Source: an optimization exercise on an open RTL-to-GDS flow (aim: small area, a short achievable clock period and few clock cycles). Production flows keep margins and buffers that such runs may drop. Only simulation tests tie the RTL to the original design; equivalence was not proved. Power figures rest on the tool's default switching activity, not on a simulated workload.

===== flow/config.mk =====
export PLATFORM = sky130hd
export DESIGN_NAME = bace
export DESIGN_NICKNAME = bace
export VERILOG_FILES = /design/flow/design.v
export SDC_FILE = /design/flow/constraint.sdc
export NUM_CORES = 4
export LEC_CHECK = 0
export CAP_MARGIN = 20
export CORE_MARGIN = 2
export CORE_UTILIZATION = 40
export SLEW_MARGIN = 20

===== flow/constraint.sdc =====
create_clock -name core_clock -period 12.0 [get_ports {clk}]
set_input_delay 2.4000 -clock core_clock [delete_from_list [all_inputs] [get_ports {clk}]]
set_output_delay 2.4000 -clock core_clock [all_outputs]
set_load 0.01 [all_outputs]

===== flow/design.v =====
module bace (
    input  wire        clk,
    input  wire        rst,
    input  wire        req_valid,
    input  wire        req_we,
    input  wire [4:0]  req_addr,
    input  wire [31:0] req_wdata,
    output reg         rsp_valid,
    output reg  [31:0] rsp_rdata,
    output wire        irq
);
    localparam [2:0] E_ILLEGAL      = 3'd1;
    localparam [2:0] E_FULL         = 3'd2;
    localparam [2:0] E_RANGE        = 3'd3;
    localparam [2:0] E_LAGMIN       = 3'd4;
    localparam [2:0] E_INSUFFICIENT = 3'd5;
    localparam [2:0] E_SHORT        = 3'd6;
    localparam [2:0] Q_IDLE  = 3'd0;
    localparam [2:0] Q_WIN   = 3'd1;    
    localparam [2:0] Q_STEP  = 3'd2;    
    localparam [2:0] Q_SWEEP = 3'd3;    
    localparam [2:0] Q_DRAIN = 3'd4;    
    reg         op_v, op_fast, op_we;
    reg  [4:0]  op_addr;
    reg  [31:0] op_wd;
    reg         ie_err, ie_swept;
    reg  [2:0]  errcode;
    reg  [31:0] errcmd;
    reg  [15:0] lagmin;
    reg  [31:0] thresh;
    reg  [31:0] sdata;
    reg         zstate, nonfin;
    reg  [10:0] len;
    reg  [1023:0] memv;
    reg  [31:0] stage;       
    reg         edge_f;
    reg  [31:0] win;
    reg  [15:0] pos;
    reg  [8:0]  dist_r, dlag_r;
    reg         dvalid;
    reg  [8:0]  best_lag, best_dist;    
    reg         found, swept;
    reg         last_bit;
    reg         enc_hi, enc_lo;         
    reg         irq_r;
    reg  [2:0]  seq;
    reg         seq_sweep;
    reg  [9:0]  tgt;
    reg  [479:0] S;
    reg  [9:0]  p;
    reg  [10:0] q;           
    reg  [31:15] fb;         
    assign irq = irq_r;
    wire [5:0]  nwords = (len + 11'd31) >> 5;
    wire [9:0]  half   = len[10:1];
    wire        done_f = (pos >= {6'd0, half});
    wire        full_f = len[10];
    wire        errf   = (errcode != 3'd0);
    wire [4:0]  kpairs = (nwords >> 1) - 5'd1;
    wire [31:0] status = {23'd0, full_f, swept, found, dvalid, done_f,
                          nonfin, edge_f, zstate, errf};
    function is_nan(input [31:0] x);
        is_nan = (x[30:23] == 8'hFF) && (x[22:0] != 23'd0);
    endfunction
    function signed [32:0] ord_key(input [31:0] x);
        ord_key = x[31] ? -$signed({2'b00, x[30:0]}) : $signed({2'b00, x[30:0]});
    endfunction
    function fgt(input [31:0] a, input [31:0] b);
        fgt = !is_nan(a) && !is_nan(b) && (ord_key(a) > ord_key(b));
    endfunction
    function flt(input [31:0] a, input [31:0] b);
        flt = !is_nan(a) && !is_nan(b) && (ord_key(a) < ord_key(b));
    endfunction
    wire in_clear = (req_wdata == 32'h0100_0000);
    wire in_push  = (req_wdata == 32'h0200_0000);
    wire in_fast  = req_we && ((req_addr != 5'd0) || in_clear || in_push);
    wire [31:0] c     = op_wd;
    wire [7:0]  opc   = c[31:24];
    wire [23:0] arg   = c[23:0];
    wire [15:0] w_idx = arg[23:8];
    wire [7:0]  w_sh  = arg[7:0];
    wire is_nop    = (opc == 8'h00) && (arg == 24'd0);
    wire is_clear  = (opc == 8'h01) && (arg == 24'd0);
    wire is_push   = (opc == 8'h02) && (arg == 24'd0);
    wire is_pushb  = (opc == 8'h03) && (arg[23:1] == 23'd0);
    wire is_window = (opc == 8'h04) && (w_sh < 8'd32);
    wire is_seek   = (opc == 8'h05) && (arg[23:16] == 8'd0);
    wire is_step   = (opc == 8'h06) && (arg == 24'd0);
    wire is_sweep  = (opc == 8'h07) && (arg == 24'd0);
    wire ex      = op_v && (seq == Q_IDLE);
    wire ex_cmd  = ex && op_we && (op_addr == 5'd0);
    wire ex_reg  = ex && op_we && (op_addr != 5'd0);
    wire win_bad = (w_idx >= {10'd0, nwords}) ||
                   (w_sh != 8'd0 && (w_idx + 16'd1) >= {10'd0, nwords});
    wire enc_bit  = enc_hi ? 1'b1 : (enc_lo ? 1'b0 : zstate);
    wire push_b   = is_push ? enc_bit : c[0];
    wire push_ok  = ex_cmd && !errf && (is_push || is_pushb) && !full_f;
    wire [4:0] ls = len[4:0];
    reg  [31:0] stage_nx;
    integer k;
    always @(*) begin
        for (k = 0; k < 32; k = k + 1)
            stage_nx[k] = (k[4:0] == ls) ? push_b : ((k[4:0] < ls) ? stage[k] : 1'b0);
    end
    reg         vA;
    reg  [8:0]  lagA;
    reg  [4:0]  ga [0:29];
    reg         vB;
    reg  [8:0]  lagB;
    reg  [6:0]  pb [0:5];
    reg         vC;
    reg  [8:0]  lagC;
    reg  [8:0]  dC;
    wire [479:0] xa = memv[479:0] ^ S;
    function [4:0] pop16(input [15:0] v);
        integer b;
        begin
            pop16 = 5'd0;
            for (b = 0; b < 16; b = b + 1)
                pop16 = pop16 + {4'd0, v[b]};
        end
    endfunction
    reg [14:0] wact;
    integer g;
    always @(*) begin
        for (g = 0; g < 15; g = g + 1)
            wact[g] = (g < kpairs);
    end
    reg [4:0] gm [0:29];
    always @(*) begin
        for (g = 0; g < 30; g = g + 1)
            gm[g] = wact[g / 2] ? ga[g] : 5'd0;
    end
    wire inj = ((seq == Q_STEP) && (p == tgt)) ||
               ((seq == Q_SWEEP) && (p >= lagmin[9:0]) && (p != half));
    wire [8:0] dsum = {2'd0, pb[0]} + {2'd0, pb[1]} + {2'd0, pb[2]} +
                      {2'd0, pb[3]} + {2'd0, pb[4]} + {2'd0, pb[5]};
    always @(posedge clk) begin
        for (g = 0; g < 30; g = g + 1)
            ga[g] <= pop16(xa[16*g +: 16]);
        lagA <= p[8:0];
        for (g = 0; g < 6; g = g + 1)
            pb[g] <= {2'd0, gm[5*g]} + {2'd0, gm[5*g+1]} + {2'd0, gm[5*g+2]} +
                     {2'd0, gm[5*g+3]} + {2'd0, gm[5*g+4]};
        lagB <= lagA;
        dC   <= dsum;
        lagC <= lagB;
        if (rst) begin
            vA <= 1'b0; vB <= 1'b0; vC <= 1'b0;
        end else begin
            vA <= inj; vB <= vA; vC <= vB;
        end
    end
    wire s_load = (seq == Q_IDLE);
    wire feed   = q[10] ? 1'b0 : fb[q[9:5]];
    wire [4:0] fsel = s_load ? 5'd0 : (q[4:0] + 5'd1);
    integer w;
    always @(posedge clk) begin
        if (s_load) begin
            S <= memv[479:0];
            p <= 10'd0;
            q <= 11'd480;
        end else begin
            S <= {feed, S[479:1]};
            p <= p + 10'd1;
            q <= q + 11'd1;
        end
        for (w = 15; w < 32; w = w + 1)
            fb[w] <= memv[32*w + fsel];
    end
    reg [31:0] rd_val;
    always @(*) begin
        case (op_addr)
            5'd1:  rd_val = {30'd0, ie_swept, ie_err};
            5'd2:  rd_val = status;
            5'd3:  rd_val = {29'd0, errcode};
            5'd4:  rd_val = errcmd;
            5'd5:  rd_val = {16'd0, lagmin};
            5'd6:  rd_val = thresh;
            5'd8:  rd_val = sdata;
            5'd10: rd_val = {21'd0, len};
            5'd11: rd_val = {26'd0, nwords};
            5'd12: rd_val = {16'd0, pos};
            5'd13: rd_val = {21'd0, pos[15:5]};
            5'd14: rd_val = {27'd0, pos[4:0]};
            5'd15: rd_val = {23'd0, dist_r};
            5'd16: rd_val = {23'd0, dlag_r};
            5'd17: rd_val = {23'd0, best_lag};
            5'd18: rd_val = found ? {23'd0, best_dist} : 32'h0000_FFFF;
            5'd19: rd_val = win;
            5'd21: rd_val = 32'h0400_0020;
            default: rd_val = 32'd0;
        endcase
    end
    reg         n_ie_err, n_ie_swept;
    reg  [2:0]  n_errcode;
    reg  [31:0] n_errcmd;
    reg  [15:0] n_lagmin;
    reg  [31:0] n_thresh, n_sdata;
    reg         n_zstate, n_nonfin;
    reg  [10:0] n_len;
    reg         n_edge;
    reg  [31:0] n_win;
    reg  [15:0] n_pos;
    reg  [8:0]  n_dist, n_dlag, n_best_lag, n_best_dist;
    reg         n_dvalid, n_found, n_swept;
    reg  [2:0]  n_seq;
    reg         n_seq_sweep;
    reg  [9:0]  n_tgt;
    reg         slow_rsp;
    task automatic clear_all;
        begin
            n_errcode = 3'd0; n_errcmd = 32'd0;
            n_zstate = 1'b0; n_nonfin = 1'b0;
            n_len = 11'd0; n_edge = 1'b0; n_win = 32'd0;
            n_pos = 16'd0;
            n_dist = 9'd0; n_dlag = 9'd0; n_dvalid = 1'b0;
            n_best_lag = 9'd0; n_best_dist = 9'd0;
            n_found = 1'b0; n_swept = 1'b0;
        end
    endtask
    task automatic seek(input [15:0] lag);
        begin
            n_pos = lag;
            n_best_lag = 9'd0; n_best_dist = 9'd0;
            n_found = 1'b0; n_dvalid = 1'b0; n_swept = 1'b0;
        end
    endtask
    task automatic fault(input [2:0] code);
        begin
            n_errcode = code;
            n_errcmd  = c;
        end
    endtask
    always @(*) begin
        n_ie_err = ie_err; n_ie_swept = ie_swept;
        n_errcode = errcode; n_errcmd = errcmd;
        n_lagmin = lagmin; n_thresh = thresh; n_sdata = sdata;
        n_zstate = zstate; n_nonfin = nonfin;
        n_len = len; n_edge = edge_f; n_win = win; n_pos = pos;
        n_dist = dist_r; n_dlag = dlag_r; n_dvalid = dvalid;
        n_best_lag = best_lag; n_best_dist = best_dist;
        n_found = found; n_swept = swept;
        n_seq = seq; n_seq_sweep = seq_sweep; n_tgt = tgt;
        slow_rsp = 1'b0;
        if (vC) begin
            n_dist   = dC;
            n_dlag   = lagC;
            n_dvalid = 1'b1;
            if (!found || dC < best_dist) begin
                n_best_dist = dC;
                n_best_lag  = lagC;
                n_found     = 1'b1;
            end
            n_pos = {7'd0, lagC} + 16'd1;
        end
        case (seq)
        Q_WIN: begin
            if (p == tgt) begin
                n_win = S[31:0];
                n_seq = Q_IDLE;
                slow_rsp = 1'b1;
            end
        end
        Q_STEP: begin
            if (p == tgt) n_seq = Q_DRAIN;
        end
        Q_SWEEP: begin
            if (p == half) n_seq = Q_DRAIN;
        end
        Q_DRAIN: begin
            if (!vA && !vB) begin
                if (seq_sweep) n_swept = 1'b1;
                n_seq = Q_IDLE;
                slow_rsp = 1'b1;
            end
        end
        default: ;
        endcase
        if (ex) begin
            if (!op_fast) slow_rsp = 1'b1;
            if (op_we) begin
                case (op_addr)
                    5'd1: begin n_ie_err = op_wd[0]; n_ie_swept = op_wd[1]; end
                    5'd5: n_lagmin = op_wd[15:0];
                    5'd6: n_thresh = op_wd;
                    5'd8: n_sdata  = op_wd;
                    default: ;
                endcase
            end
            if (ex_cmd) begin
                if (errf) begin
                    if (c == 32'h0100_0000) clear_all;
                end else if (is_nop) begin
                end else if (is_clear) begin
                    clear_all;
                end else if (is_push || is_pushb) begin
                    if (full_f) begin
                        fault(E_FULL);
                    end else begin
                        if (is_push) begin
                            n_zstate = enc_bit;
                            if (sdata[30:23] == 8'hFF) n_nonfin = 1'b1;
                        end
                        if (len != 11'd0 && push_b != last_bit) n_edge = 1'b1;
                        n_len   = len + 11'd1;
                        n_swept = 1'b0;
                    end
                end else if (is_window) begin
                    if (win_bad) begin
                        fault(E_RANGE);
                    end else begin
                        n_tgt = {w_idx[4:0], w_sh[4:0]};
                        n_seq = Q_WIN;
                        slow_rsp = 1'b0;
                    end
                end else if (is_seek) begin
                    seek(arg[15:0]);
                end else if (is_step) begin
                    if (done_f) begin
                        n_dvalid = 1'b0;
                    end else if (nwords < 6'd2) begin
                        fault(E_SHORT);
                    end else begin
                        n_tgt = pos[9:0];
                        n_seq = Q_STEP;
                        n_seq_sweep = 1'b0;
                        slow_rsp = 1'b0;
                    end
                end else if (is_sweep) begin
                    if (lagmin == 16'd0) begin
                        fault(E_LAGMIN);
                    end else if ({5'd0, len} <= {lagmin, 1'b0}) begin
                        fault(E_INSUFFICIENT);
                    end else if (nwords < 6'd2) begin
                        fault(E_SHORT);
                    end else begin
                        seek(lagmin);
                        n_seq = Q_SWEEP;
                        n_seq_sweep = 1'b1;
                        slow_rsp = 1'b0;
                    end
                end else begin
                    fault(E_ILLEGAL);
                end
            end
        end
    end
    wire n_errf   = (n_errcode != 3'd0);
    wire n_irq    = (n_ie_err & n_errf) | (n_ie_swept & n_swept);
    wire n_full   = n_len[10];
    wire irq_push = n_errf ? n_irq : (n_full ? (n_ie_err | (n_ie_swept & n_swept)) : 1'b0);
    wire irq_pred = (req_addr == 5'd0) ? (req_wdata[25] & irq_push) :
                    (req_addr == 5'd1) ? ((req_wdata[0] & n_errf) | (req_wdata[1] & n_swept)) :
                    n_irq;
    always @(posedge clk) begin
        op_we   <= req_we;
        op_addr <= req_addr;
        op_wd   <= req_wdata;
        rsp_rdata <= rd_val;
        enc_hi <= fgt(n_sdata, n_thresh);
        enc_lo <= flt(n_sdata, n_thresh ^ 32'h8000_0000);
        if (push_ok) begin
            stage    <= stage_nx;
            last_bit <= push_b;
        end
        if (rst) begin
            op_v      <= 1'b0;
            op_fast   <= 1'b0;
            rsp_valid <= 1'b0;
            irq_r     <= 1'b0;
            ie_err    <= 1'b0;
            ie_swept  <= 1'b0;
            errcode   <= 3'd0;
            errcmd    <= 32'd0;
            lagmin    <= 16'd0;
            thresh    <= 32'd0;
            sdata     <= 32'd0;
            zstate    <= 1'b0;
            nonfin    <= 1'b0;
            len       <= 11'd0;
            edge_f    <= 1'b0;
            win       <= 32'd0;
            pos       <= 16'd0;
            dist_r    <= 9'd0;
            dlag_r    <= 9'd0;
            dvalid    <= 1'b0;
            best_lag  <= 9'd0;
            best_dist <= 9'd0;
            found     <= 1'b0;
            swept     <= 1'b0;
            seq       <= Q_IDLE;
            seq_sweep <= 1'b0;
            tgt       <= 10'd0;
        end else begin
            op_v      <= req_valid;
            op_fast   <= req_valid && in_fast;
            rsp_valid <= (req_valid && in_fast) || slow_rsp;
            irq_r     <= (req_valid && in_fast) ? irq_pred : n_irq;
            ie_err    <= n_ie_err;
            ie_swept  <= n_ie_swept;
            errcode   <= n_errcode;
            errcmd    <= n_errcmd;
            lagmin    <= n_lagmin;
            thresh    <= n_thresh;
            sdata     <= n_sdata;
            zstate    <= n_zstate;
            nonfin    <= n_nonfin;
            len       <= n_len;
            edge_f    <= n_edge;
            win       <= n_win;
            pos       <= n_pos;
            dist_r    <= n_dist;
            dlag_r    <= n_dlag;
            dvalid    <= n_dvalid;
            best_lag  <= n_best_lag;
            best_dist <= n_best_dist;
            found     <= n_found;
            swept     <= n_swept;
            seq       <= n_seq;
            seq_sweep <= n_seq_sweep;
            tgt       <= n_tgt;
        end
    end
    integer m;
    always @(posedge clk) begin
        for (m = 0; m < 32; m = m + 1)
            if (push_ok && len[9:5] == m[4:0])
                memv[32*m +: 32] <= stage_nx;
    end
endmodule

===== flow/run.sh =====
#!/bin/bash
# synth_recipe.tcl (not shown) runs the flow's synth.tcl, then flattens the netlist and writes it again
# the make line also repeats each setting of config.mk as NAME=value (left out here)
make -C /OpenROAD-flow-scripts/flow DESIGN_CONFIG=/design/flow/config.mk WORK_HOME=/design/flow/orfs CLKGATE_MAP_FILE= SYNTH_SCRIPT=/design/flow/synth_recipe.tcl finish

==> impl_metrics.tcl <==
set metrics [dict create \
    grt_usage_pct 23.0 \
    place_congestion 0.933 \
    placed_cells 11656 \
    rrSetupSlack_ns 4.83 \
    die_w_um 495 \
    clockRootBuffer "clkbuf_16" \
    maxCapViolations 0 \
    cts_sinks 2113 \
    drc_errors 0 \
    drtPass1Iterations 15 \
    antenna_found_initial 28 \
    relSlewSlack_pct 22.6 \
    drtAntennaViolNets 0 \
    ys.flop_type "dfxtp_1" \
    grt_pass1_vias 64192 \
    setup_tns_ns 0 \
    syn_nets 9425 \
    synth.top_cell.area_share_pct 32.8 \
    instances_no_fill 12087 \
    port_buffers 74 \
    dp_hpwl_mm 181 \
    synth_edf_count 1056 \
    critPathCaptureType "flop" \
    finalCritPeriodShare_pct 59.7 \
    overflow 0 \
    ctsResizeCount 0 \
    worst_clock_skew_ns 0.0695 \
    p_leak_nw 42.6 \
    die_h_um 495 \
    cts_hold_buf 0 \
    worstRegToRegCells 21 \
    clk_pin_slew_worst_paths_ns 0.06 \
    rsz0062_at_grt "no" \
    critPathCapture "pb[0][6]" \
    setup_viol 0 \
    powerDensity_nw_per_um2 136 \
    drt_wl_total_mm 284 \
    synth.area.top_cells "edfxtp_1 (33%), dfxtp_1 (22%), fa_1 (8.5%), nand2_1 (7.9%), xor2_1 (4.3%)" \
    cts_tree "built" \
    synth_cell_type_count 95 \
    r2r_end "pb[0][6]" \
    hold_class "flop to flop" \
    core_um2 240000 \
    fill_cells 21875 \
    cts_made_buffers 221 \
    synth_top_area_cell "edfxtp_1" \
    ys.warnings.count 4 \
    clock_latency_ns 0.89 \
    critPathMaxFanout 22 \
    yosysMostFrequentCell "nand2_1" \
    cp-startpoint "len[1]" \
    grt_pass1_wl_mm 421 \
    maxSlewViolCount 0 \
    grt_max_degree 124 \
    arrival_ns 7.96 \
    synthTopCellsByCount "nand2_1 (2038), dfxtp_1 (1057), edfxtp_1 (1056)" \
    status "no timing/DRC/antenna violations" \
    drtIter0Drc 6156 \
    nNetsFinal 9476 \
    irDropWorstVdd_mv 0.155 \
    worstMarginPinSlew_ns 1.16 \
    via_count 64184 \
    fmax_mhz 140 \
    hold_viol_final 0 \
    syn_area_um2 96600 \
    p_total_mw 14.8 \
    crit_type "flop to flop" \
    floorplan.io_pins 75 \
    reg2reg_from "len[1]" \
    drive_gt1_share_pct 7.31 \
    period_minus_slack_ns 7.17 \
    start_kind "flop" \
    synth_seq_cells 2113 \
    die_area_um2 245000 \
    htree_num_levels 4 \
    syn2layout_area_growth_pct 12.9 \
    fp-row-count 180 \
    post_cts_buffers 0 \
    clk_path_buf_depth 3 \
    synth_cells 8644 \
    vias_per_cell 5.31 \
    wl_per_cell_um 23.5 \
    async_reset_ff_share_pct 0 \
    synth_area_per_cell_um2 11.2 \
    cp.required_ns 12.80 \
    start_util_pct 40.2 \
    yosysSeqAreaShare_pct 54.7 \
]
[cell type report]
cell class | instances | area [µm²] | area share, %
timing repair buffer | 215 | 1840 | 1.69
antenna | 7 | 17.5 | 0.0161
inverter | 415 | 1560 | 1.43
clock inverter | 116 | 1390 | 1.27
tap | 3185 | 3990 | 3.65
sequential | 2113 | 52900 | 48.5
multi-input combinational | 5729 | 41200 | 37.7
clock buffer | 307 | 6220 | 5.70
[where the power goes]
group / total, mW / switching [mW] / internal [mW]
sequential: 7.56 / 0.0411 / 7.52
clock: 7.11 / 2.98 / 4.13
combinational: 0.170 / 0.110 / 0.0601
total: 14.8 / 3.13 / 11.7
[kinds of logic after synthesis]
family	count (synthesis)	share of synthesized area (%)
multiplexers	172	1.86
AND/OR/NAND/NOR	3072	13.5
adder cells (fa/ha/maj)	741	12.8
XOR/XNOR	723	6.56
buffers and inverters	802	3.18
AO/OA/AOI/OAI	1021	7.39
flip-flops	2113	54.7
[layout by cell type, fill, tap and decap left out, types with 38 or more instances in the layout]
master,instances
a22oi_1,51
a21oi_1,235
a211oi_1,51
nor2b_1,94
o21a_1,48
and2_1,87
fa_1,412
xnor2_1,243
clkdlybuf4s50_1,73
a21o_1,72
ha_1,327
mux2i_1,147
nand3_1,154
o221ai_1,66
nand2_1,2035
edfxtp_1,1056
nor2_1,347
buf_4,139
clkbuf_1,56
clkbuf_16,227
nand4_1,46
clkinv_2,38
a311oi_1,75
dfxtp_1,1055
nor3_1,71
xor2_1,477
inv_1,408
o21ai_0,149
a22o_1,41
[worst max-delay path, stage by stage (launching register included)]
cell      delay [ns]
dfxtp_1         0.87
inv_1           0.27
ha_1            0.28
nor4b_2         0.19
o211a_1         0.22
nor3_1          0.85
xnor2_1         0.22
and2_1          0.31
nand3_1         0.40
or2_2           0.51
and2_1          0.20
fa_1            0.54
inv_1           0.06
fa_1            0.44
fa_1            0.57
inv_1           0.06
ha_1            0.28
a21o_1          0.18
a21oi_1         0.23
o21bai_1        0.09
a21oi_1         0.18
xnor2_1         0.15
[flip-flops by register name, indices dropped and copies added, names as in the netlist, 10 cells and up]
register / cells
lagmin: 16
win: 32
ga: 150
memv: 1024
thresh: 32
sdata: 32
len: 11
fb: 17
tgt: 10
S: 480
stage: 31
op_wd: 32
pos: 16
q: 11
rsp_rdata: 32
errcmd: 32
p: 10
pb: 42
[routing by layer]
metal | GRT usage (%) | share of wire, % | up-vias
met5 | 0 | 0.10 | -
met4 | 9.09 | 4.1 | 8
met3 | 3.10 | 6.2 | 506
met2 | 38.3 | 48 | 2284
met1 | 30.4 | 42 | 31867
li1 | - | - | 29519
[per-stage QoR]
step | instance area, µm² | setup slack [ns] | hold WS (ns) | utilization, %
2_1_floorplan | 96600 | 6.29 | 0.310 | -
3_3_place_gp | 101000 | 4.98 | 0.310 | 42.2
3_5_place_dp | 101000 | 4.92 | 0.312 | 42.2
4_1_cts | 109000 | 4.87 | 0.304 | 45.4
5_1_grt | 109000 | 4.41 | 0.309 | 45.4
6_report | 109000 | 4.83 | 0.304 | 45.4
[how the worst min path moves through the flow]
stage            start       to  slack (ns)  cells after the start
3_3_place_gp   lagA[0]  lagB[0]        0.31                      0
2_1_floorplan  lagA[0]  lagB[0]        0.31                      0
6_report       lagA[1]  lagB[1]        0.30                      0
4_1_cts        lagA[1]  lagB[1]        0.30                      0
5_1_grt        lagA[1]  lagB[1]        0.31                      0
3_5_place_dp   lagA[1]  lagB[1]        0.31                      0
Testbench counts, summed over its fixed seeds: cycles 42,713.

-- what the ideal ports hide --
How much do the figures lean on ideal ports? The routed layout below was timed once more, with nothing changed but the port constraints. Step 1 (the two cells are an assumption about what drives the block):
set clk [get_ports {clk}]
set_driving_cell -lib_cell sky130_fd_sc_hd__clkbuf_16 $clk
set_driving_cell -lib_cell sky130_fd_sc_hd__buf_2 [delete_from_list [all_inputs] $clk]
Step 2 times the ports against the registers' clock, not the clock port: input delays grow and output delays shrink by t, the midpoint of the rising clock arrivals with the driver on. a / b / c = ideal ports / drivers / drivers and shift; a / b = the first two.
shift t [ns]: 0.946
setup slack, ns: 4.832 / 4.832 / 4.832
worst data-port slew with drivers (ns): 0.05
After both steps this run still meets setup and hold. For this run, drivers alone change the setup slack by 0.000 ns; drivers and shift together by 0.000 ns.
